Source: an optimization exercise on an open RTL-to-GDS flow (aim: small area, a short achievable clock period and few clock cycles per item). Production flows keep margins and buffers that such runs may drop. Only simulation tests tie the RTL to the original design; equivalence was not proved. Power is estimated from default activity; no workload was simulated.

[design/flow/config.mk]
export PLATFORM = sky130hd
export DESIGN_NAME = cc8_rx
export DESIGN_NICKNAME = cc8_rx
export VERILOG_FILES = /design/flow/design.v
export SDC_FILE = /design/flow/constraint.sdc
export NUM_CORES = 4
export LEC_CHECK = 0
export CAP_MARGIN = 20
export CORE_MARGIN = 2
export CORE_UTILIZATION = 65
export SLEW_MARGIN = 20
[design/flow/standard.sh]
#!/bin/bash
# synth_recipe.tcl (not shown) runs the flow's synth.tcl, then flattens the netlist and writes it again
# the make line also repeats each setting of config.mk as NAME=value (left out here)
make -C /OpenROAD-flow-scripts/flow DESIGN_CONFIG=/design/flow/config.mk WORK_HOME=/design/flow/orfs CLKGATE_MAP_FILE= SYNTH_SCRIPT=/design/flow/synth_recipe.tcl "${@:-finish}"
[design/flow/constraint.sdc]
create_clock -name core_clock -period 20.0 [get_ports {clk}]
set_input_delay 4.0000 -clock core_clock [delete_from_list [all_inputs] [get_ports {clk}]]
set_output_delay 4.0000 -clock core_clock [all_outputs]
set_load 0.01 [all_outputs]
[design/flow/flow/run.sh]
#!/bin/bash
# The standard layout (standard.sh) with three changes of how it is made:
#  - port buffers are buf_1 instead of the delay buffer buffer_ports picks,
#  - repair_timing aims at a setup slack of 14.87 ns (the clock stays 20 ns),
#  - CTS inserts no dummy loads.
set -euo pipefail
CTS="-sink_clustering_enable -repair_clock_nets -sink_clustering_size 25 -sink_clustering_max_diameter 300 -buf_list sky130_fd_sc_hd__clkbuf_16 -dont_use_dummy_load"
bash standard.sh "BUFFER_PORTS_ARGS=-buffer_cell sky130_fd_sc_hd__buf_1" \
    "SETUP_SLACK_MARGIN=14.87" "CTS_ARGS=$CTS" finish > flow_standard.log 2>&1
[design/flow/design.v]
`timescale 1ns/1ps
module cc8_rx (
    input  wire         clk,
    input  wire         rst,         
    input  wire         in_valid,
    input  wire [15:0]  in_edge,     
    input  wire         in_last,     
    output wire         in_ready,
    output reg          out_valid,   
    output wire [127:0] rxb,         
    output wire [7:0]   nbits,       
    output wire         dec_err,     
    output wire [7:0]   zrun_cnt,    
    output wire [4:0]   oct_cnt,     
    output wire [7:0]   crc          
);
    function [7:0] crc8_step;
        input [7:0] c_in;
        input [7:0] b;
        integer t;
        reg [7:0] c;
        begin
            c = c_in ^ b;
            for (t = 0; t < 8; t = t + 1)
                c = c[0] ? ((c >> 1) ^ 8'hD9) : (c >> 1);
            crc8_step = c;
        end
    endfunction
    reg         rdy;
    reg         v0, l0;
    reg [6:0]   e0;
    reg [8:0]   lhi;
    reg         h0, h1;
    wire        acc = in_valid & rdy;
    assign in_ready = rdy;
    wire [8:0]  ih  = in_edge[15:7];
    wire [8:0]  nlh = ~lhi;
    wire [8:0]  zz;
    assign zz[0] = ~(ih[0] ^ nlh[0]);
    genvar gi;
    generate
        for (gi = 1; gi < 9; gi = gi + 1) begin : g_z
            assign zz[gi] = ~((ih[gi] ^ nlh[gi]) ^ (ih[gi-1] | nlh[gi-1]));
        end
    endgenerate
    reg         v1, l1;
    reg [3:0]   r1;
    reg [6:0]   prev;
    wire [6:0]  d;
    wire [7:0]  bw;
    assign bw[0] = 1'b0;
    generate
        for (gi = 0; gi < 7; gi = gi + 1) begin : g_sub
            assign d[gi]    = e0[gi] ^ prev[gi] ^ bw[gi];
            assign bw[gi+1] = (~e0[gi] & prev[gi]) | (~(e0[gi] ^ prev[gi]) & bw[gi]);
        end
    endgenerate
    wire        big = bw[7] ? ~h1 : ~h0;
    reg  [3:0]  r_lo;
    always @* begin
        case (d)
            7'd0: r_lo = 4'd0;
            7'd1: r_lo = 4'd0;
            7'd2: r_lo = 4'd0;
            7'd3: r_lo = 4'd0;
            7'd4: r_lo = 4'd0;
            7'd5: r_lo = 4'd1;
            7'd6: r_lo = 4'd1;
            7'd7: r_lo = 4'd1;
            7'd8: r_lo = 4'd1;
            7'd9: r_lo = 4'd1;
            7'd10: r_lo = 4'd1;
            7'd11: r_lo = 4'd1;
            7'd12: r_lo = 4'd1;
            7'd13: r_lo = 4'd1;
            7'd14: r_lo = 4'd1;
            7'd15: r_lo = 4'd2;
            7'd16: r_lo = 4'd2;
            7'd17: r_lo = 4'd2;
            7'd18: r_lo = 4'd2;
            7'd19: r_lo = 4'd2;
            7'd20: r_lo = 4'd2;
            7'd21: r_lo = 4'd2;
            7'd22: r_lo = 4'd2;
            7'd23: r_lo = 4'd2;
            7'd24: r_lo = 4'd2;
            7'd25: r_lo = 4'd3;
            7'd26: r_lo = 4'd3;
            7'd27: r_lo = 4'd3;
            7'd28: r_lo = 4'd3;
            7'd29: r_lo = 4'd3;
            7'd30: r_lo = 4'd3;
            7'd31: r_lo = 4'd3;
            7'd32: r_lo = 4'd3;
            7'd33: r_lo = 4'd3;
            7'd34: r_lo = 4'd3;
            7'd35: r_lo = 4'd4;
            7'd36: r_lo = 4'd4;
            7'd37: r_lo = 4'd4;
            7'd38: r_lo = 4'd4;
            7'd39: r_lo = 4'd4;
            7'd40: r_lo = 4'd4;
            7'd41: r_lo = 4'd4;
            7'd42: r_lo = 4'd4;
            7'd43: r_lo = 4'd4;
            7'd44: r_lo = 4'd4;
            7'd45: r_lo = 4'd5;
            7'd46: r_lo = 4'd5;
            7'd47: r_lo = 4'd5;
            7'd48: r_lo = 4'd5;
            7'd49: r_lo = 4'd5;
            7'd50: r_lo = 4'd5;
            7'd51: r_lo = 4'd5;
            7'd52: r_lo = 4'd5;
            7'd53: r_lo = 4'd5;
            7'd54: r_lo = 4'd5;
            7'd55: r_lo = 4'd6;
            7'd56: r_lo = 4'd6;
            7'd57: r_lo = 4'd6;
            7'd58: r_lo = 4'd6;
            7'd59: r_lo = 4'd6;
            7'd60: r_lo = 4'd6;
            7'd61: r_lo = 4'd6;
            7'd62: r_lo = 4'd6;
            7'd63: r_lo = 4'd6;
            7'd64: r_lo = 4'd6;
            7'd65: r_lo = 4'd7;
            7'd66: r_lo = 4'd7;
            7'd67: r_lo = 4'd7;
            7'd68: r_lo = 4'd7;
            7'd69: r_lo = 4'd7;
            7'd70: r_lo = 4'd7;
            7'd71: r_lo = 4'd7;
            7'd72: r_lo = 4'd7;
            7'd73: r_lo = 4'd7;
            7'd74: r_lo = 4'd7;
            7'd75: r_lo = 4'd8;
            7'd76: r_lo = 4'd8;
            7'd77: r_lo = 4'd8;
            7'd78: r_lo = 4'd8;
            7'd79: r_lo = 4'd8;
            7'd80: r_lo = 4'd8;
            7'd81: r_lo = 4'd8;
            7'd82: r_lo = 4'd8;
            7'd83: r_lo = 4'd8;
            7'd84: r_lo = 4'd8;
            7'd85: r_lo = 4'd9;
            7'd86: r_lo = 4'd9;
            7'd87: r_lo = 4'd9;
            7'd88: r_lo = 4'd9;
            7'd89: r_lo = 4'd9;
            7'd90: r_lo = 4'd9;
            7'd91: r_lo = 4'd9;
            7'd92: r_lo = 4'd9;
            7'd93: r_lo = 4'd9;
            7'd94: r_lo = 4'd9;
            7'd95: r_lo = 4'd10;
            7'd96: r_lo = 4'd10;
            7'd97: r_lo = 4'd10;
            7'd98: r_lo = 4'd10;
            7'd99: r_lo = 4'd10;
            7'd100: r_lo = 4'd10;
            7'd101: r_lo = 4'd10;
            7'd102: r_lo = 4'd10;
            7'd103: r_lo = 4'd10;
            7'd104: r_lo = 4'd10;
            7'd105: r_lo = 4'd10;
            7'd106: r_lo = 4'd10;
            7'd107: r_lo = 4'd10;
            7'd108: r_lo = 4'd10;
            7'd109: r_lo = 4'd10;
            7'd110: r_lo = 4'd10;
            7'd111: r_lo = 4'd10;
            7'd112: r_lo = 4'd10;
            7'd113: r_lo = 4'd10;
            7'd114: r_lo = 4'd10;
            7'd115: r_lo = 4'd10;
            7'd116: r_lo = 4'd10;
            7'd117: r_lo = 4'd10;
            7'd118: r_lo = 4'd10;
            7'd119: r_lo = 4'd10;
            7'd120: r_lo = 4'd10;
            7'd121: r_lo = 4'd10;
            7'd122: r_lo = 4'd10;
            7'd123: r_lo = 4'd10;
            7'd124: r_lo = 4'd10;
            7'd125: r_lo = 4'd10;
            7'd126: r_lo = 4'd10;
            7'd127: r_lo = 4'd10;
            default: r_lo = 4'd0;
        endcase
    end
    reg  [3:0]  r_c;
    always @* r_c = big ? 4'd10 : r_lo;
    reg [127:0] bits;
    reg [7:0]   nb;
    reg         sb;          
    reg         lv;          
    reg         err;
    reg [7:0]   zc;
    reg         ef;          
    reg         fresh;       
    reg [7:0]   asm;         
    reg [7:0]   crc_r;
    reg         p1, p2;
    reg [3:0]   rem;         
    reg         xm;          
    assign rxb      = bits;
    assign nbits    = nb;
    assign dec_err  = err;
    assign zrun_cnt = zc;
    assign crc      = crc_r;
    reg  [4:0]  oc;
    assign oct_cnt  = oc;
    wire xact    = xm;
    wire act_gap = v1 & ~ef & ~xact;
    wire act_fst = v1 &  ef & ~xact;
    wire act_p1  = p1 & ~xact;
    wire s1_hold = v1 & xact;
    wire [7:0] nb_e  = fresh ? 8'd0 : nb;
    wire       sb_e  = ~fresh & sb;
    wire       lv_e  = fresh | lv;
    wire       err_e = ~fresh & err;
    wire [7:0] zc_e  = fresh ? 8'd0 : zc;
    wire       pv_e  = ~err_e & lv_e;     
    wire       pv_r  = ~err & lv;
    wire [4:0] ci = nb_e[7:3];
    wire [2:0] lo = nb_e[2:0];
    reg  [7:0] th;
    always @* begin
        case (lo)
            3'd0: th = 8'b11111111;
            3'd1: th = 8'b11111110;
            3'd2: th = 8'b11111100;
            3'd3: th = 8'b11111000;
            3'd4: th = 8'b11110000;
            3'd5: th = 8'b11100000;
            3'd6: th = 8'b11000000;
            default: th = 8'b10000000;
        endcase
    end
    wire       v     = (p2 | xact) ? pv_r : (act_p1 ? pv_e : lv_e);
    wire [7:0] asm_f = (th & {8{v}}) | (~th & asm);
    wire [3:0] r      = r1;
    wire       dec    = ~err_e & ~nb_e[7];
    wire       zero   = (r == 4'd0);
    wire       bad    = (r == 4'd10) | (sb_e & (r == 4'd9));
    wire       app    = act_gap & dec & ~zero & ~bad;
    wire [3:0] s_add  = {1'b0, lo} + (r - 4'd1) + {3'd0, sb_e};
    wire       fill   = s_add[3];
    wire       crs    = app & fill;
    wire [2:0] lo_n   = s_add[2:0];
    wire [4:0] ci_n   = ci + 5'd1;
    wire [7:0] nb_n   = fill ? {ci_n, 3'd0} : {ci, lo_n};
    wire       rnz    = (rem != 4'd0);
    wire [3:0] rem_d  = rem - {3'd0, rnz};
    wire [3:0] len_f  = asm_f[3:0];
    wire [3:0] lmin   = (len_f == 4'd0) ? 4'd1 : len_f;
    wire       c0     = (ci == 5'd0);
    wire       inc    = c0 | rnz;
    wire [3:0] rem_n  = c0 ? lmin : rem_d;        
    wire       crc_en = ((crs | act_p1) & inc) | ((p2 | xact) & rnz);
    wire       crc_i  = fresh & (act_gap | act_p1);      
    wire [7:0] crc_b  = crc_r | {8{crc_i}};
    wire [7:0] crc_n  = crc8_step(crc_b, asm_f);
    wire [4:0] cr     = nb[7:3];             
    reg [15:0] dci, gtc;
    integer a;
    always @* begin
        dci = 16'd0;
        if (!ci[4]) dci[ci[3:0]] = 1'b1;
        for (a = 0; a < 16; a = a + 1)
            gtc[a] = (cr[4] == 1'b0) && (a > cr[3:0]);
    end
    wire [15:0] we = ({16{crs | act_p1}} & dci) | ({16{p2}} & gtc);
    wire rge2 = (rem[3:1] != 3'd0);
    wire xlow = act_p1 ? (rem_n[3:1] != 3'd0) : ((p2 | xact) & rge2);
    integer q;
    always @(posedge clk) begin
        e0 <= in_edge[6:0];
        h0 <= (ih == lhi);
        h1 <= &zz;
        if (acc) lhi <= ih;
        l0 <= in_last;
        if (!s1_hold) begin
            l1 <= l0;
            r1 <= r_c;
            if (v0) prev <= e0;
        end
        for (q = 0; q < 16; q = q + 1)
            if (we[q]) bits[8*q +: 8] <= asm_f;
        if (we[0])
            oc <= {1'b0, lmin} + 5'd1;
        if (crc_en | crc_i)
            crc_r <= crc_n | {8{~crc_en}};
        if (act_gap | act_p1)
            asm <= (crs | act_p1) ? {8{v}} : asm_f;
        if (crs | act_p1)
            rem <= rem_n;
        else if (p2 | xact)
            rem <= rem_d;
        if (act_gap) begin
            lv  <= ~lv_e;
            nb  <= app ? nb_n : nb_e;
            sb  <= app ? ~fill : sb_e;
            err <= err_e | (dec & ~zero & bad);
            zc  <= (dec & zero & (zc_e != 8'hFF)) ? zc_e + 8'd1 : zc_e;
        end else if (act_p1) begin
            lv  <= lv_e;
            nb  <= nb_e;
            err <= err_e;
            zc  <= zc_e;
        end
        if (rst) begin
            rdy   <= 1'b1;
            v0    <= 1'b0;
            v1    <= 1'b0;
            ef    <= 1'b1;
            fresh <= 1'b0;
            p1    <= 1'b0;
            p2    <= 1'b0;
            xm    <= 1'b0;
            out_valid <= 1'b0;
        end else begin
            rdy <= ~(acc & in_last) & ~xlow;
            v0  <= acc;
            if (!s1_hold)
                v1 <= v0;
            if (act_gap | act_fst)
                ef <= l1;
            if (act_fst)
                fresh <= 1'b1;
            else if (act_gap | act_p1)
                fresh <= 1'b0;
            p1 <= ((act_gap | act_fst) & l1) | (p1 & ~act_p1);
            p2 <= act_p1;
            xm <= (p2 | xact) & rge2;
            out_valid <= (p2 | xact) & ~rge2;
        end
    end
endmodule
==> notes.md, run 1 <==
Status -> timing/DRC/antenna clean
Core Area -> 13240 um2
Most used DFF post-synth -> edfxtp_1
N_diodes -> 0
Largest fanout on the critical path -> 6
Commonest non-fill, non-tap cell in the layout -> edfxtp_1
Startpoint Class -> flip-flop
Clock Sinks -> 211
Leakage power figure -> 3.445 nW
Initial core utilization -> 66.77%
Clk slew on worst S/H paths -> 0.09 ns
Avg WL per Cell -> 18.00 um
Mean post-synth cell area -> 14.47 um2
Area Growth Syn to Fin -> 14.55%
Period minus WS final -> 5.079 ns
Slew Viols, Final -> 0
Async SR Flop Fraction -> 0%
Vias/cell -> 5.603
Fmax -> 196.9 MHz
Post-DP HPWL -> 12180 um
Worst Setup End Kind -> output pin
Worst setup path start -> zc[2]
Relative slew margins -> 37.97%
PwrDens -> 77.36 nW/um2
Tot Pwr -> 0.0007836 W
Post-Syn Area -> 8842 um2
CP max-delay cell -> edfxtp_1
Area of the die -> 14550 um2
Worst path required time -> 16.00 ns
Row count -> 42
Initial DRC count -> 539
Vias in the first global route -> 5344
CTS tree -> built
Setup TNS -> 0 ns
Final setup vio count -> 0
Drt first pass iters -> 5
Final wirelength -> 17620 um
Least-Margin Pin Slew -> 0.9304 ns
CP cell instances -> buf_1
Synth Instances -> 611
Crit Path Category -> reg2out
EDFF count, synth -> 192
Min-delay src -> l0
Worst R2R Setup Slack -> 15.98 ns
Final #Nets -> 853
Reg2Reg Launch Point -> fresh
H-tree levels -> 1
Gpl congestion -> 0.9040
VDD IR-drop max -> 0.00006678 V
I/O pin count -> 180
Post-cts sizing count -> 0
CP delay by family, top -> flip-flops
Congestion Overflow GR -> 0
Deepest clock path buffer count -> 3
Share of layout cells above drive strength 1 -> 7.472%
Largest net degree at the start of global routing -> 34
Worst Hold Class -> reg2reg
DIE HEIGHT -> 120.6 um
Routed Antenna Nets -> 0
Part of the cycle the worst path needs -> 25.40%
Vias -> 5485
Post-layout util -> 76.48%
Mapped Nets -> 659
Clock Skew -> 0.03222 ns
Yosys warning count -> 1
First-pass GRT wire length -> 27630 um
Arrival @ worst endpoint -> 1.08 ns
Worst-skew pair later-pin latency -> 0.45 ns
RSZ-0062 raised after global routing -> no
Most frequent cells in the layout -> edfxtp_1 (192), buf_1 (179), nand2_1 (48)
Total track usage -> 24.51%
Max-cap violations -> 0
Root Buffer -> clkbuf_16
Final hold vios -> 0
CTS Buf Count -> 12
Antenna violations before repair -> 0
Distinct cells, synth -> 68
Synthesized flop and latch total -> 211
DRC errors left -> 0
Seq/Total Area, Yosys -> 69.51%
Port Buffers -> 179
WP buf/inv -> 1
Chip width -> 120.6 um
Crit path largest cell delay -> 0.47 ns
## routing by layer
| layer | global-route usage [%] | vias to the layer above | wire length, um |
|---|---|---|---|
| met5 | 0 | - | 0 |
| met1 | 32.48 | 2611 | 6954 |
| li1 | - | 2589 | - |
| met4 | 6.831 | 0 | 365 |
| met3 | 2.925 | 29 | 1210 |
| met2 | 43.22 | 256 | 9087 |
## synthesized netlist by cell type (14+ instances only)
| master | n | area, um2 |
|---|---|---|
| xor2_1 | 19 | 166.4 |
| nor2_1 | 47 | 176.4 |
| xnor2_1 | 28 | 245.2 |
| ha_1 | 21 | 262.8 |
| edfxtp_1 | 192 | 5766 |
| nor2b_1 | 14 | 87.58 |
| dfxtp_1 | 19 | 380.4 |
| nand2_1 | 48 | 180.2 |
| o21ai_0 | 20 | 100.1 |
| inv_1 | 35 | 131.4 |
| a21oi_1 | 15 | 75.07 |
## per-stage QoR
stage / setup slack [ns] / cells / area [um2] / hold WS [ns]
after floorplan: 14.88 / 611 / 8855 / 0.3855
after global placement: 14.74 / 958 / 9763 / 0.3944
after detailed placement: 14.71 / 959 / 9768 / 0.4002
after CTS: 14.91 / 979 / 10130 / 0.4227
after global routing: 14.88 / 979 / 10130 / 0.4323
final: 14.92 / 979 / 10130 / 0.4193
## flip-flops by register name, summed over array words and instances, names as in the netlist, 5 cells and up
register	count
lhi	9
nb	8
asm	7
zc	8
prev	7
oc	5
e0	7
crc_r	8
bits	128
## kinds of logic (layout without fill, tap and decap cells)
group,after synthesis,in the layout,share of synthesized area [%]
flops,211,211,69.51
simple gates,175,175,10.09
compound gates,88,88,6.793
xor+xnor,53,53,6.170
buf+inv,52,244,2.363
fa+ha+maj,28,28,4.556
mux,4,4,0.5235
## timing repair
action / in CTS / in global routing
setup buffers: 8 / 0
setup endpoints to repair: 8 / 0
hold buffers: 0 / 0
endpoints found under the hold margin: 0 / 0
## path summary, 6_finish.rpt
check,cells after the start,end
worst min-delay path,0,l1
worst min register to register,0,l1
worst max register to register,11,bits[119]
worst max-delay path,1,zrun_cnt[2]
## power by group
group / switching [W] / leakage (nW) / internal (W)
Sequential: 0.00000301 / 1.88 / 0.000486
Combinational: 0.0000388 / 1.42 / 0.0000256
Clock: 0.000123 / 0.148 / 0.000108
Total: 0.000164 / 3.45 / 0.000619
## cell type report
class                           count  area, um2
Clock buffer                       12      300.3
Fill cell                         876       3114
Inverter                           35      131.4
Multi-Input combinational cell    348       2526
Sequential cell                   211       6146
Tap cell                          176      220.2
Timing Repair Buffer              197      804.5
Testbench counts, summed over its fixed seeds: cycles 7,968, frames 192.
==> run 2: changes to the inputs <==
==> design/flow/flow/run.sh (replaced) <==
#!/bin/bash
# The standard layout (standard.sh) with three changes of how it is made:
#  - port buffers are buf_1 instead of the delay buffer buffer_ports picks,
#  - repair_timing aims at a setup slack of 14.87 ns (the clock stays 20 ns),
#  - CTS clusters up to 25 flip-flops per clkbuf_16 and inserts no dummy loads.
# Each tool's full output goes to the ORFS logs under orfs/logs/, and
# standard.sh's own output to flow_standard.log.
set -euo pipefail
CTS="-sink_clustering_enable -repair_clock_nets -sink_clustering_size 25 -sink_clustering_max_diameter 300 -buf_list sky130_fd_sc_hd__clkbuf_16 -dont_use_dummy_load"
bash standard.sh "BUFFER_PORTS_ARGS=-buffer_cell sky130_fd_sc_hd__buf_1" \
    "SETUP_SLACK_MARGIN=14.87" "CTS_ARGS=$CTS" finish > flow_standard.log 2>&1
==> run 2 against run 1 <==
Largest power group unchanged; die area unchanged; combinational power hardly changed; setup slack unchanged; critical path depth unchanged; hold slack unchanged; via count did not move; non-clock buffer count is the same; area after synthesis is the same; core utilization stayed put; flip-flop and latch count stayed put; global-route usage did not move.
==> notes.md, run 2 <==
Gpl congestion -> 0.9040 (unchanged)
I/O pin count -> 180 (unchanged)
Post-layout util -> 76.48% (unchanged)
Register area -> 6146 um2 (unchanged)
Relative slew margins -> 37.97% (unchanged)
Biggest regs -> bits (128), lhi (9)
Initial DRC count -> 539 (unchanged)
Startpoint Class -> flip-flop
Async SR Flop Fraction -> 0% (unchanged)
CTS Buf Count -> 12 (unchanged)
Chip width -> 120.6 um (unchanged)
Vias -> 5485 (unchanged)
Drt first pass iters -> 5 (unchanged)
Largest area contributor in the netlist -> edfxtp_1
Commonest cells in the netlist -> edfxtp_1 (192), nand2_1 (48), nor2_1 (47)
Mapped Nets -> 659 (unchanged)
WP buf/inv -> 1 (unchanged)
Final hold vios -> 0 (unchanged)
CP delay by family, top -> flip-flops
Crit Path Category -> reg2out
CTS tree -> built
Area Growth Syn to Fin -> 14.55% (unchanged)
Antenna violations before repair -> 0 (unchanged)
N_diodes -> 0 (unchanged)
Post-DP HPWL -> 12180 um (unchanged)
Min-delay src -> l0
Met3 Usage GRT -> 2.925% (unchanged)
Post-synth top area share -> 65.20% (unchanged)
Vias/cell -> 5.603 (unchanged)
Routed Antenna Nets -> 0 (unchanged)
Worst Hold End -> l1
Share of layout cells above drive strength 1 -> 7.472% (unchanged)
CP cell instances -> buf_1
Pre-CTS setup slack -> 14.71 ns (unchanged)
Port Buffers -> 179 (unchanged)
Most frequent cells in the layout -> edfxtp_1 (192), buf_1 (179), nand2_1 (48)
Distinct cells, synth -> 68 (unchanged)
Clock Sinks -> 211 (unchanged)
Area of the die -> 14550 um2 (unchanged)
CP max-delay cell -> edfxtp_1
Leakage power figure -> 3.445 nW (unchanged)
Largest fanout on the critical path -> 6 (unchanged)
Final setup vio count -> 0 (unchanged)
Largest net degree at the start of global routing -> 34 (unchanged)
Filler Cell Count -> 876 (unchanged)
Arrival @ worst endpoint -> 1.08 ns (about the same)
DRC errors left -> 0 (unchanged)
Final wirelength -> 17620 um (unchanged)
Worst R2R Setup Slack -> 15.98 ns (about the same)
Final #Nets -> 853 (unchanged)
Max reg flops -> 128 (unchanged)
Fmax -> 196.9 MHz (unchanged)
Synth top area cells -> edfxtp_1 (65%), dfxtp_1 (4.3%), ha_1 (3.0%), xnor2_1 (2.8%), nand2_1 (2.0%)
Most used DFF post-synth -> edfxtp_1
GRT busiest layer -> met2
Final WS setup -> 14.92 ns (unchanged)
Synth Instances -> 611 (unchanged)
Crit path largest cell delay -> 0.47 ns (about the same)
Status -> timing/DRC/antenna clean
Worst path required time -> 16.00 ns (about the same)
Clock Skew -> 0.03222 ns (unchanged)
Vias in the first global route -> 5344 (unchanged)
Yosys warning count -> 1 (unchanged)
Root Buffer -> clkbuf_16
EDFF count, synth -> 192 (unchanged)
RSZ-0062 raised after global routing -> no
Synthesized flop and latch total -> 211 (unchanged)
Largest register by flop count -> bits
R2R depth -> 11 (unchanged)
Met2 Usage GRT -> 43.22% (unchanged)
Min-Delay Path Depth -> 0 (unchanged)
Part of the cycle the worst path needs -> 25.40% (unchanged)
First-pass GRT wire length -> 27630 um (unchanged)
DIE HEIGHT -> 120.6 um (unchanged)
Core Area -> 13240 um2 (unchanged)
H-tree levels -> 1 (unchanged)
Multi-input gate area -> 2526 um2 (unchanged)
Commonest non-fill, non-tap cell in the layout -> edfxtp_1
Worst Setup End Kind -> output pin
Total track usage -> 24.51% (unchanged)
Reg2Reg Launch Point -> fresh
Slew Viols, Final -> 0 (unchanged)
Deepest clock path buffer count -> 3 (unchanged)
Avg WL per Cell -> 18.00 um (unchanged)
Max-cap violations -> 0 (unchanged)
Worst r2r dst -> bits[119]
Initial core utilization -> 66.77% (unchanged)
Seq/Total Area, Yosys -> 69.51% (unchanged)
PwrDens -> 77.36 nW/um2 (unchanged)
Setup TNS -> 0 ns (unchanged)
Top-count cell post-synth -> edfxtp_1
VDD IR-drop max -> 0.00006678 V (unchanged)
Row count -> 42 (unchanged)
Worst Hold Class -> reg2reg
Post-Syn Area -> 8842 um2 (unchanged)
Mean post-synth cell area -> 14.47 um2 (unchanged)
Least-Margin Pin Slew -> 0.9304 ns (unchanged)
Met1 Use GR -> 32.48% (unchanged)
Period minus WS final -> 5.079 ns (unchanged)
Clk slew on worst S/H paths -> 0.09 ns (about the same)
Worst-skew pair later-pin latency -> 0.45 ns (about the same)
Congestion Overflow GR -> 0 (unchanged)
==> run 2: repair_timing <==
item,in CTS,in global routing
setup buffers,8,0
endpoints found under the setup margin,8,0
resized for setup,0,0
hold buffers,0,0
==> run 2: metal layers <==
| metal | vias to the layer above | share of wire [%] |
|---|---|---|
| met5 | - | 0 |
| met4 | 0 | 2.1 |
| met3 | 29 | 6.9 |
| met2 | 256 | 52 |
| met1 | 2611 | 39 |
| li1 | 2589 | - |
==> run 2: worst reg2reg max path, delay by kind of cell (launching register included) <==
family          cells  cell delay (ns)
simple gates        4             1.00
fa+ha+maj           1             0.29
xor+xnor            2             0.57
buf+inv             1             0.36
flops               1             0.44
compound gates      3             1.02
==> run 2: area by class of cell <==
cell class	instances	share of cell area, %
well taps	176	2.174
multi-input cells	348	24.94
repair buffers	197	7.943
flip-flops and latches	211	60.68
inverters	35	1.297
clock buffers	12	2.965
==> run 2: worst max path at each step <==
stage,start,to,slack [ns],cells past startpoint
after global routing,zc[3],zrun_cnt[3],14.88,1
after floorplan,in_edge[12],h1,14.88,5
after global placement,in_edge[12],h1,14.74,6
after detailed placement,in_edge[12],h1,14.71,6
final,zc[2],zrun_cnt[2],14.92,1
after CTS,zc[2],zrun_cnt[2],14.91,1
==> run 2: through the flow <==
step	cells	hold slack (ns)	total power, W	cell area [um2]
2_1_floorplan	611	0.3855	0.0005458	8855
3_3_place_gp	958	0.3944	0.0005589	9763
3_5_place_dp	959	0.4002	0.0005620	9768
4_1_cts	979	0.4227	0.0007877	10130
5_1_grt	979	0.4323	0.0008098	10130
6_report	979	0.4193	0.0007836	10130
==> run 2: cells by family (layout without fill, tap and decap cells) <==
kind of cell | after synthesis | in the layout | share of synthesized area [%]
AO/OA/AOI/OAI | 88 | 88 | 6.793
XOR/XNOR | 53 | 53 | 6.170
adder cells (fa/ha/maj) | 28 | 28 | 4.556
buffers and inverters | 52 | 244 | 2.363
flip-flops | 211 | 211 | 69.51
multiplexers | 4 | 4 | 0.5235
AND/OR/NAND/NOR | 175 | 175 | 10.09
==> run 2: where the power goes <==
| group | switching, W | leakage, nW | total [W] | internal, W |
|---|---|---|---|---|
| combinational | 0.0000388 | 1.42 | 0.0000644 | 0.0000256 |
| clock | 0.000123 | 0.148 | 0.000230 | 0.000108 |
| sequential | 0.00000301 | 1.88 | 0.000489 | 0.000486 |
==> run 3: changes to the inputs <==
--- a/design/flow/design.v
+++ b/design/flow/design.v
@@ -28,34 +28,32 @@
     endfunction
     reg         rdy;
     reg         v0, l0;
-    reg [6:0]   e0;
-    reg [8:0]   lhi;
-    reg         h0, h1;
+    reg [15:0]  e0;
     wire        acc = in_valid & rdy;
     assign in_ready = rdy;
-    wire [8:0]  ih  = in_edge[15:7];
-    wire [8:0]  nlh = ~lhi;
-    wire [8:0]  zz;
-    assign zz[0] = ~(ih[0] ^ nlh[0]);
-    genvar gi;
-    generate
-        for (gi = 1; gi < 9; gi = gi + 1) begin : g_z
-            assign zz[gi] = ~((ih[gi] ^ nlh[gi]) ^ (ih[gi-1] | nlh[gi-1]));
-        end
-    endgenerate
     reg         v1, l1;
     reg [3:0]   r1;
-    reg [6:0]   prev;
+    reg [15:0]  prev;
     wire [6:0]  d;
     wire [7:0]  bw;
     assign bw[0] = 1'b0;
+    genvar gi;
     generate
         for (gi = 0; gi < 7; gi = gi + 1) begin : g_sub
             assign d[gi]    = e0[gi] ^ prev[gi] ^ bw[gi];
             assign bw[gi+1] = (~e0[gi] & prev[gi]) | (~(e0[gi] ^ prev[gi]) & bw[gi]);
         end
     endgenerate
-    wire        big = bw[7] ? ~h1 : ~h0;
+    wire [8:0]  eh = e0[15:7];
+    wire [8:0]  nph = ~prev[15:7];
+    wire [8:0]  zz;
+    assign zz[0] = ~(eh[0] ^ nph[0] ^ ~bw[7]);
+    generate
+        for (gi = 1; gi < 9; gi = gi + 1) begin : g_z
+            assign zz[gi] = ~((eh[gi] ^ nph[gi]) ^ (eh[gi-1] | nph[gi-1]));
+        end
+    endgenerate
+    wire        big = ~&zz;
     reg  [3:0]  r_lo;
     always @* begin
         case (d)
@@ -202,7 +200,9 @@
     reg         fresh;       
     reg [7:0]   asm;         
     reg [7:0]   crc_r;
-    reg         p1, p2;
+    reg         p1;          
+    reg         sp;          
+    reg         xl;          
     reg [3:0]   rem;         
     reg         xm;          
     assign rxb      = bits;
@@ -239,7 +239,7 @@
             default: th = 8'b10000000;
         endcase
     end
-    wire       v     = (p2 | xact) ? pv_r : (act_p1 ? pv_e : lv_e);
+    wire       v     = xact ? pv_r : (act_p1 ? pv_e : lv_e);
     wire [7:0] asm_f = (th & {8{v}}) | (~th & asm);
     wire [3:0] r      = r1;
     wire       dec    = ~err_e & ~nb_e[7];
@@ -259,28 +259,41 @@
     wire       c0     = (ci == 5'd0);
     wire       inc    = c0 | rnz;
     wire [3:0] rem_n  = c0 ? lmin : rem_d;        
-    wire       crc_en = ((crs | act_p1) & inc) | ((p2 | xact) & rnz);
+    wire       crc_en = ((crs | act_p1) & inc) | (xact & rnz);
     wire       crc_i  = fresh & (act_gap | act_p1);      
     wire [7:0] crc_b  = crc_r | {8{crc_i}};
     wire [7:0] crc_n  = crc8_step(crc_b, asm_f);
     wire [4:0] cr     = nb[7:3];             
+    wire       last   = act_gap & l1;
+    wire       lastf  = act_fst & l1;
+    wire       err_n  = err_e | (dec & ~zero & bad);
+    wire       pre    = last & ~crs;
+    wire       pv_n   = ~err_n & ~lv_e;
+    wire [7:0] wd     = pre ? {8{pv_n}} : asm_f;
+    wire [4:0] gi_x   = xact ? cr : ci;
+    wire       lz     = (lo == 3'd0);
+    wire       rge2   = (rem[3:1] != 3'd0);
+    wire       rge3   = (rem[3:2] != 2'd0) | (&rem[1:0]);
+    wire       rn2    = (rem_n[3:1] != 3'd0);
+    wire       xm_p1  = xl | (rem_n != 4'd0);
+    wire       xm_n   = act_p1 ? xm_p1 : (xact & rge2);
+    wire       p1_n   = last | lastf | (p1 & ~act_p1);
+    wire       sp_n   = lastf | (last & ((ci == 5'd0) | (crs ? (lo_n != 3'd0) | rge3 : rge2)))
+                      | (sp & ~act_p1);
+    wire       st2    = (act_p1 & xm_p1) ? rn2 : (xact & rge2) ? rge3 : (p1_n & sp_n);
     reg [15:0] dci, gtc;
     integer a;
     always @* begin
         dci = 16'd0;
         if (!ci[4]) dci[ci[3:0]] = 1'b1;
         for (a = 0; a < 16; a = a + 1)
-            gtc[a] = (cr[4] == 1'b0) && (a > cr[3:0]);
+            gtc[a] = (gi_x[4] == 1'b0) && (a > gi_x[3:0]);
     end
-    wire [15:0] we = ({16{crs | act_p1}} & dci) | ({16{p2}} & gtc);
-    wire rge2 = (rem[3:1] != 3'd0);
-    wire xlow = act_p1 ? (rem_n[3:1] != 3'd0) : ((p2 | xact) & rge2);
+    wire [15:0] we = ({16{crs | act_p1}} & dci) |
+                     ({16{pre | (xact & xl) | (act_p1 & lz)}} & gtc);
     integer q;
     always @(posedge clk) begin
-        e0 <= in_edge[6:0];
-        h0 <= (ih == lhi);
-        h1 <= &zz;
-        if (acc) lhi <= ih;
+        e0 <= in_edge;
         l0 <= in_last;
         if (!s1_hold) begin
             l1 <= l0;
@@ -288,7 +301,7 @@
             if (v0) prev <= e0;
         end
         for (q = 0; q < 16; q = q + 1)
-            if (we[q]) bits[8*q +: 8] <= asm_f;
+            if (we[q]) bits[8*q +: 8] <= wd;
         if (we[0])
             oc <= {1'b0, lmin} + 5'd1;
         if (crc_en | crc_i)
@@ -297,13 +310,13 @@
             asm <= (crs | act_p1) ? {8{v}} : asm_f;
         if (crs | act_p1)
             rem <= rem_n;
-        else if (p2 | xact)
+        else if (xact)
             rem <= rem_d;
         if (act_gap) begin
             lv  <= ~lv_e;
             nb  <= app ? nb_n : nb_e;
             sb  <= app ? ~fill : sb_e;
-            err <= err_e | (dec & ~zero & bad);
+            err <= err_n;
             zc  <= (dec & zero & (zc_e != 8'hFF)) ? zc_e + 8'd1 : zc_e;
         end else if (act_p1) begin
             lv  <= lv_e;
@@ -318,11 +331,12 @@
             ef    <= 1'b1;
             fresh <= 1'b0;
             p1    <= 1'b0;
-            p2    <= 1'b0;
+            sp    <= 1'b0;
+            xl    <= 1'b0;
             xm    <= 1'b0;
             out_valid <= 1'b0;
         end else begin
-            rdy <= ~(acc & in_last) & ~xlow;
+            rdy <= ~st2;
             v0  <= acc;
             if (!s1_hold)
                 v1 <= v0;
@@ -332,10 +346,11 @@
                 fresh <= 1'b1;
             else if (act_gap | act_p1)
                 fresh <= 1'b0;
-            p1 <= ((act_gap | act_fst) & l1) | (p1 & ~act_p1);
-            p2 <= act_p1;
-            xm <= (p2 | xact) & rge2;
-            out_valid <= (p2 | xact) & ~rge2;
+            p1  <= p1_n;
+            sp  <= sp_n;
+            xl  <= (last & crs & (lo_n != 3'd0)) | (xl & ~xact);
+            xm  <= xm_n;
+            out_valid <= (act_p1 & ~xm_p1) | (xact & ~rge2);
         end
     end
 endmodule
==> design/flow/flow/run.sh (replaced) <==
#!/bin/bash
# Standard layout, except that the port buffers are the plain buf_1 cell
# instead of the delay buffer buffer_ports picks by default.
set -euo pipefail
bash standard.sh "BUFFER_PORTS_ARGS=-buffer_cell sky130_fd_sc_hd__buf_1" finish > flow_standard.log 2>&1
--- a/design/flow/config.mk
+++ b/design/flow/config.mk
@@ -7,5 +7,8 @@
 export LEC_CHECK = 0
 export CAP_MARGIN = 20
 export CORE_MARGIN = 2
-export CORE_UTILIZATION = 65
+export CORE_UTILIZATION = 40
+export CTS_BUF_LIST = sky130_fd_sc_hd__clkbuf_16
+export CTS_CLUSTER_DIAMETER = 300
+export CTS_CLUSTER_SIZE = 25
 export SLEW_MARGIN = 20
==> run 3 against run 2 <==
Global-route usage decreased by 8.8 points; flip-flop and latch count rose by 8; via count rose by 6.2%; core utilization decreased by 29 points; setup slack got worse by 0.34 ns; highest routed layer unchanged.
==> notes.md, run 3 <==
Initial DRC count -> 402 (-25%)
Post-DP HPWL -> 13500 um (+11%)
Arrival @ worst endpoint -> 1.42 ns (+0.34 ns)
EDFF count, synth -> 192 (unchanged)
Final #Nets -> 910 (+6.7%)
Worst-skew pair later-pin latency -> 0.47 ns (+0.02 ns)
Vias in the first global route -> 5468 (+2.3%)
Final wirelength -> 19610 um (+11%)
Initial core utilization -> 40.87% (-26 points)
Area Growth Syn to Fin -> 15.03%
Leakage power figure -> 3.592 nW (+4.3%)
Avg WL per Cell -> 17.02 um (-5.4%)
Top-count cell post-synth -> edfxtp_1
Yosys warning count -> 1 (unchanged)
Share of layout cells above drive strength 1 -> 5.190% (-2.3 points)
Worst r2r dst -> bits[20]
WP depth -> 1 (unchanged)
Fmax -> 184.5 MHz (-6.3%)
Clock Skew -> 0.01528 ns (-0.01694 ns)
Port Buffers -> 179 (unchanged)
Startpoint Class -> flip-flop
Largest fanout on the critical path -> 18 (+12)
CP delay by family, top -> flip-flops
Least-Margin Pin Slew -> 1.061 ns (+0.1310 ns)
Deepest clock path buffer count -> 3 (unchanged)
DIE HEIGHT -> 156.3 um (+30%)
Relative slew margins -> 29.23% (-8.7 points)
R2R depth -> 13 (+2)
Final setup vio count -> 0 (unchanged)
Postcts setup bufs -> 0 (-8)
H-tree levels -> 1 (unchanged)
Most frequent cells in the layout -> edfxtp_1 (192), buf_1 (179), nor2_1 (56)
Commonest non-fill, non-tap cell in the layout -> edfxtp_1
Post-layout util -> 47.01% (-29 points)
Worst path required time -> 16.00 ns (about the same)
Synth Instances -> 679 (+11%)
Post-Syn Area -> 9280 um2 (+5.0%)
CP max-delay cell -> edfxtp_1
Part of the cycle the worst path needs -> 27.10% (+1.7 points)
Post-cts sizing count -> 0 (unchanged)
Gpl congestion -> 0.8366 (-7.5%)
Reg2Reg Launch Point -> fresh
PwrDens -> 77.96 nW/um2 (+0.78%)
Number of buffers inserted by hold repair at cts -> 0 (unchanged)
Slew Viols, Final -> 0 (unchanged)
Root Buffer -> clkbuf_16
Final hold vios -> 0 (unchanged)
Vias/cell -> 5.058 (-9.7%)
Area of the die -> 24430 um2 (+68%)
Max reg flops -> 128 (unchanged)
Max-cap violations -> 0 (unchanged)
Congestion Overflow GR -> 0 (unchanged)
Biggest regs -> bits (128), e0 (16), prev (16)
Async SR Flop Fraction -> 0% (unchanged)
Distinct cells, synth -> 57 (-16%)
Commonest cells in the netlist -> edfxtp_1 (192), nor2_1 (57), nand2_1 (55)
Worst setup path start -> nb[6]
DRC errors left -> 0 (unchanged)
CTS tree -> built
WP buf/inv -> 1 (unchanged)
Critical Path Sink -> nbits[6]
Largest area contributor in the netlist -> edfxtp_1
Chip width -> 156.3 um (+30%)
Vias -> 5827 (+6.2%)
Mean post-synth cell area -> 13.67 um2 (-5.6%)
Clk slew on worst S/H paths -> 0.10 ns (about the same)
Core Area -> 22710 um2 (+71%)
Period minus WS final -> 5.421 ns (+0.3413 ns)
CTS Buf Count -> 12 (unchanged)
Status -> timing/DRC/antenna clean
Largest register by flop count -> bits
Largest net degree at the start of global routing -> 33 (-2.9%)
Drt first pass iters -> 5 (unchanged)
Most used DFF post-synth -> edfxtp_1
Setup TNS -> 0 ns (unchanged)
Worst Hold Class -> reg2reg
Total track usage -> 15.74% (-8.8 points)
N_diodes -> 0 (unchanged)
Worst R2R Setup Slack -> 15.26 ns (-0.72 ns)
I/O pin count -> 180 (unchanged)
Synthesized flop and latch total -> 219 (+3.8%)
Seq/Total Area, Yosys -> 67.95% (-1.6 points)
Routed Antenna Nets -> 0 (unchanged)
First-pass GRT wire length -> 30260 um (+9.5%)
Filler Cell Count -> 2077 (+140%)
Antenna violations before repair -> 0 (unchanged)
Crit path largest cell delay -> 0.71 ns (+0.24 ns)
Row count -> 55 (+31%)
CP cell instances -> buf_1
Worst Setup End Kind -> output pin
Synth top area cells -> edfxtp_1 (62%), dfxtp_1 (5.8%), xnor2_1 (3.2%), ha_1 (3.0%), nor2_1 (2.3%)
RSZ-0062 raised after global routing -> no
Mapped Nets -> 728 (+10%)
VDD IR-drop max -> 0.00007558 V (+13%)
Post-synth top area share -> 62.13% (-3.1 points)
Crit Path Category -> reg2out
Clock Sinks -> 219 (+3.8%)
## run 3: cell types whose count changed in the layout (fill, tap and decap cells not counted), sizes merged, moves of 6 or more
cell / before / now
a21oi: 15 / 32
dfxtp: 19 / 27
inv: 35 / 44
mux2i: 2 / 12
nand2: 49 / 55
nor2: 51 / 57
o31ai: 1 / 9
## run 3: power by group
group	internal, W	switching, W
clock	0.000119	0.000136
combinational	0.0000288	0.0000413
sequential	0.000503	0.00000422
total	0.000651	0.000181
## run 3: worst min-delay path by stage
stage / to / slack (ns) / startpoint / cells past startpoint
global placement: l1 / 0.39 / l0 / 0
detailed placement: l1 / 0.39 / l0 / 0
floorplan: l1 / 0.39 / l0 / 0
finish: l1 / 0.42 / l0 / 0
CTS: l1 / 0.42 / l0 / 0
global route: l1 / 0.42 / l0 / 0
## run 3: worst register-to-register path, delay by kind of cell (launching register included)
kind | cells | cell delay (ns)
flops | 1 | 0.33
fa+ha+maj | 2 | 0.61
buf+inv | 4 | 0.69
compound gates | 4 | 1.74
simple gates | 3 | 0.98
## run 3: area by class of cell
cell class / instances / area (um2) / share of cell area [%]
sequential: 219 / 6306 / 59.07
multi-input combinational: 397 / 2736 / 25.63
timing repair buffer: 193 / 777.0 / 7.279
tap: 285 / 356.6 / 3.340
clock buffer: 13 / 325.3 / 3.047
inverter: 38 / 142.6 / 1.336
clock inverter: 7 / 31.28 / 0.2930
## run 3: through the flow
step / cell area (um2) / std cells / total power [W] / hold slack (ns) / setup WS [ns]
final: 10680 / 1152 / 0.0008323 / 0.4151 / 14.58
after global routing: 10680 / 1152 / 0.0008682 / 0.4195 / 14.49
after CTS: 10670 / 1152 / 0.0008438 / 0.4162 / 14.56
after detailed placement: 10320 / 1132 / 0.0005889 / 0.3910 / 15.09
after global placement: 10320 / 1132 / 0.0005877 / 0.3926 / 15.09
after floorplan: 9280 / 679 / 0.0005695 / 0.3855 / 15.35
## run 3: routing by layer
layer / vias to the layer above / GRT usage [%] / share of wire [%]
li1: 2816 / - / -
met1: 2781 / 20.98 / 44
met2: 207 / 27.10 / 48
met3: 23 / 2.880 / 6.4
met4: 0 / 3.145 / 1.4
met5: - / 0 / 0
## run 3: cell families after synthesis
family                   Yosys count  share of synthesized area (%)
AND/OR/NAND/NOR                  186                          9.425
adder cells (fa/ha/maj)           29                          4.476
flip-flops                       219                          67.95
buffers and inverters             63                          2.589
AO/OA/AOI/OAI                    110                          7.725
multiplexers                      16                          1.861
XOR/XNOR                          56                          5.973
Testbench counts of run 3, summed over its fixed seeds: cycles 7,840, frames 192.

what the ideal ports hide:
How much do the figures lean on ideal ports? The routed layouts below were timed once more, with nothing changed but the port constraints.
Step 1, drivers: a clkbuf_16 drives clk and a buf_2 each remaining input, both assumed.
Step 2 moves the port delays by t, midway between the first and last clock arrival at a register: inputs arrive t later, outputs are due t later. That takes back most of the time a late clock gives input paths.
Slacks: ideal ports / drivers / drivers and shift; pairs: ideal ports / drivers.
| run | t, ns | slack for setup (ns) | hold slack, ns |
|---|---|---|---|
| run 1 | 0.482 | 14.921 / 14.878 / 14.707 | 0.419 / 0.419 / 0.419 |
| run 2 | 0.482 | 14.921 / 14.878 / 14.707 | 0.419 / 0.419 / 0.419 |
| run 3 | 0.504 | 14.579 / 14.534 / 15.038 | 0.415 / 0.415 / 0.415 |
After both steps every run listed still meets setup and hold.
